This is an optimization exercise on Yosys and OpenROAD, whose aim is small area, a short achievable clock period and few clock cycles per item, not a production implementation.
RTL that was checked went through simulation tests only; none was proved equivalent to the original.
Power and IR drop assume default switching activity.

==> flow/design.v (excerpt) <==
module nova16_alu (
    input  wire        clk,
    input  wire        rst,         
    input  wire        in_valid,
    output wire        in_ready,
    input  wire [7:0]  op,          
    input  wire        w16,         
    input  wire [15:0] a,           
    input  wire [15:0] b,           
    input  wire [11:0] flags_in,
    output reg         out_valid,
    output reg  [15:0] result,
    output reg         wr,          
    output reg         div_fault,   
    output reg  [11:0] flags_out
);
==> flow/config.mk <==
export PLATFORM = sky130hd
export DESIGN_NAME = nova16_alu
export DESIGN_NICKNAME = nova16_alu
export VERILOG_FILES = /design/flow/design.v
export SDC_FILE = /design/flow/constraint.sdc
export NUM_CORES = 4
export LEC_CHECK = 0
export CAP_MARGIN = 20
export CORE_MARGIN = 2
export CORE_UTILIZATION = 40
export SLEW_MARGIN = 20
==> flow/constraint.sdc <==
create_clock -name core_clock -period 13.0 [get_ports {clk}]
set_input_delay 2.6000 -clock core_clock [delete_from_list [all_inputs] [get_ports {clk}]]
set_output_delay 2.6000 -clock core_clock [all_outputs]
set_load 0.01 [all_outputs]
standard.sh (not shown) runs the stock make flow with config.mk's settings and CLKGATE_MAP_FILE= SYNTH_SCRIPT=/design/flow/synth_recipe.tcl, a recipe that flattens the netlist after the stock synthesis.
==> flow/flow/run.sh <==
#!/bin/bash
# The standard layout (the standard.sh: ORFS synthesis to finish, same
# settings and constraints), with repair_timing asked to leave extra setup
# slack so that it also works on paths that already meet the 13 ns clock.
set -euo pipefail
bash standard.sh SETUP_SLACK_MARGIN=8.5 finish > standard.log 2>&1
Edit:
--- a/flow/design.v
+++ b/flow/design.v
@@ -61,19 +61,18 @@
     reg [1:0]  o;               
     reg [15:0] A, B;
     reg [11:0] F;
     wire [15:0] in_mask = w16 ? 16'hFFFF : 16'h00FF;
     wire        i_bt    = op[5];
     wire [3:0]  i_c     = op[3:0];
     reg        p2, it, finz, fin;   
     reg        cpre, nn;
     reg        sub, yb, y2;         
-    reg        q_and, q_or, q_ub, q_um, q_inv, q_one;    
     reg        imul, idiv;          
     reg        xa, xb;              
     reg [3:0]  cnt;
     reg [16:0] R;                   
     reg        hz, hm;              
     reg  rdy;
     wire ready = !v1 || !c_lng || fin;
     assign in_ready = rdy;
     wire p1 = v1 && c_lng && !p2 && !it && !finz;
@@ -96,30 +95,22 @@
     wire [4:0]  hM = lt ? hA : hB;
     wire [4:0]  hd = hA - hB;
     wire [3:0]  cnt1 = c_mul ? {1'b0, hM[3:1]} : hd[3:0];
     wire        az   = (A == 16'd0);
     wire        bz   = (B == 16'd0);
     wire        zq   = c_mul ? (az | bz) : (lt | bz);
     wire [15:0] Xs   = lt ? B : A;
     wire [16:0] Ash  = {A, 1'b0};
     wire [16:0] Bsh  = {B, 1'b0};
-    reg  [2:0]  dgA, dgB;                                 
-    integer     j;
-    always @* begin
-        dgA = 3'd0;
-        dgB = 3'd0;
-        for (j = 0; j < 8; j = j + 1) begin
-            dgA = dgA | ({3{tA[2*j] & ~tA[2*j+2]}} & Ash[2*j +: 3]);
-            dgB = dgB | ({3{tB[2*j] & ~tB[2*j+2]}} & Bsh[2*j +: 3]);
-        end
-    end
+    wire [2:0]  dgA  = Ash[{hA[3:1], 1'b0} +: 3];
+    wire [2:0]  dgB  = Bsh[{hB[3:1], 1'b0} +: 3];
     wire [2:0]  dig1 = lt ? dgA : dgB;                    
-    wire        one1 = lt ? !tA[2] : !tB[2];
+    wire        one1 = lt ? (hA[3:1] == 3'd0) : (hB[3:1] == 3'd0);
     wire [18:0] Mq   = {A, 3'b000};
     wire [2:0]  dign = Mq[{cnt[2:0], 1'b0} +: 3];         
     wire        rgt = (c_sh && o[0]) || c_bt;
     wire [3:0]  amt = p2 ? ~cnt : (rgt ? ~k : k);
     wire [15:0] rx  = (w || p2) ? A : {A[7:0], A[7:0]};
     wire [15:0] rin = (rgt && !p2) ? {rx[14:0], rx[15]} : rx;
     wire [31:0] rr  = {rin, rin} << amt;
     wire [15:0] rot = rr[31:16];
     wire [15:0] lm  = ~(16'hFFFF << amt);       
@@ -146,20 +137,22 @@
     wire        H1_c1 = hm & e3_c1;
     wire        Hn0   = c16 ? H0_c1 : H0_c0;
     wire        Hn1   = c16 ? H1_c1 : H1_c0;
     wire        mhi0  = w ? Hn0 : (S[15:8] == 8'h00);
     wire        mul_c = cpre | (nn & !mhi0);
     wire        mul_v = w ? (S[15] ? !Hn1 : !Hn0) : (S[15:8] != {8{S[7]}});
     wire        take  = !S[16];
     wire [15:0] qn    = {A[14:0], take};
     wire [15:0] bm  = 16'd1 << k;
-    wire [15:0] Y2  = ({16{q_ub}} & B) | ({16{q_um}} & (bm ^ {16{q_inv}})) | {16{q_one}};
-    wire [15:0] L   = q_and ? (A & Y2) : (q_or ? (A | Y2) : (A ^ Y2));
+    wire        l_and = c_bt ? (o == 2'd2) : (o == 2'd0);
+    wire        l_or  = (o == 2'd1);
+    wire [15:0] Y2  = c_bt ? ((o == 2'd2) ? ~bm : bm) : ((o == 2'd3) ? 16'hFFFF : B);
+    wire [15:0] L   = l_and ? (A & Y2) : (l_or ? (A | Y2) : (A ^ Y2));
     wire [15:0] shm = o[1] ? 16'hFFFF : (!o[0] ? (16'hFFFF << k) : (mW >> k));
     wire last_mul = fin && it && c_mul;
     wire last_div = fin && it && c_div;
     wire s_add    = c_as || last_mul;
     wire fault    = finz && c_div && (B == 16'd0);
     wire [15:0] rl = mW & (({16{c_sh}} & rot & shm) | ({16{c_lg | c_bt}} & L));
     wire [15:0] r  = rl | (mW & (({16{last_div}} & qn) | ({16{s_add}} & S[15:0])));
     wire sy     = w ? Y[15] : Y[7];
     wire ssum   = w ? S[15] : S[7];
@@ -222,24 +215,18 @@
             fin  <= fin_nx;
         end else if (p2) begin
             p2   <= 1'b0;
             it   <= 1'b1;
             fin  <= fin_nx;
         end else if (it) begin
             fin  <= fin_nx;
         end
         rdy <= rst || (ready ? (!in_valid || !i_lng) : fin_nx);
-        q_and <= (!i_bt && i_c == 4'h8) || (i_bt && op[1:0] == 2'd2);
-        q_or  <= (op[1:0] == 2'd1);
-        q_ub  <= !i_bt && op[1:0] != 2'd3;
-        q_um  <= i_bt;
-        q_inv <= i_bt && op[1:0] == 2'd2;
-        q_one <= !i_bt && op[1:0] == 2'd3;
         if (rst || ready) begin
             imul <= 1'b0;
             idiv <= 1'b0;
         end else if (p1) begin
             imul <= !zq && c_mul;
         end else if (p2) begin
             idiv <= 1'b1;
         end
         if (ready) begin
After rerunning:
- sequential share of layout area came out higher by 1.0 points
- clock power went down by 10%
- fmax went up by 4.8%
- final cell count came out lower by 5.0%
- combinational power shrinks by 3.2%
- hold slack stays flat
- setup slack is better by 0.21 ns
- global-route usage goes down by 2.6 points
- register-to-register slack gains 0.21 ns
- via count came out lower by 6.1%
- area after synthesis goes down by 0.36%
- synthesized cell count came out lower by 2.1%
- cell area fell by 8.0%
- core utilization went down by 3.2 points
Testbench counts after the change, summed over its fixed seeds: cycles 10,466, ops 8,000.
The RTL of the first run of this note was laid out without a check of its function.

-- static timing again, ports no longer ideal --
No port has a modelled driver above. Below, the same layouts with a new extraction and two added sets of constraints. Step 1: set_driving_cell puts a clkbuf_16 on clk and a buf_2 on each other input, an assumption about the parent block. Step 2 also shifts input and output timing later by t, the mid clock arrival at the registers, as if the neighbouring blocks saw the same clock. Three values: ideal, step 1, step 2; two values: the first two.
run	shift t [ns]	slack for setup (ns)	hold WS [ns]	worst setup path after step 2	pins driven straight from the clock port
the first run	0.506	8.342 / 8.342 / 8.050	0.336 / 0.336 / 0.336	input to register	1
the second run	0.498	8.557 / 8.557 / 8.557	0.337 / 0.337 / 0.337	register to register	1
After both steps setup and hold are still met in every run listed. The setup slack of the first run, which loses most, moves by 0.000 ns with the drivers and by -0.292 ns with both steps.
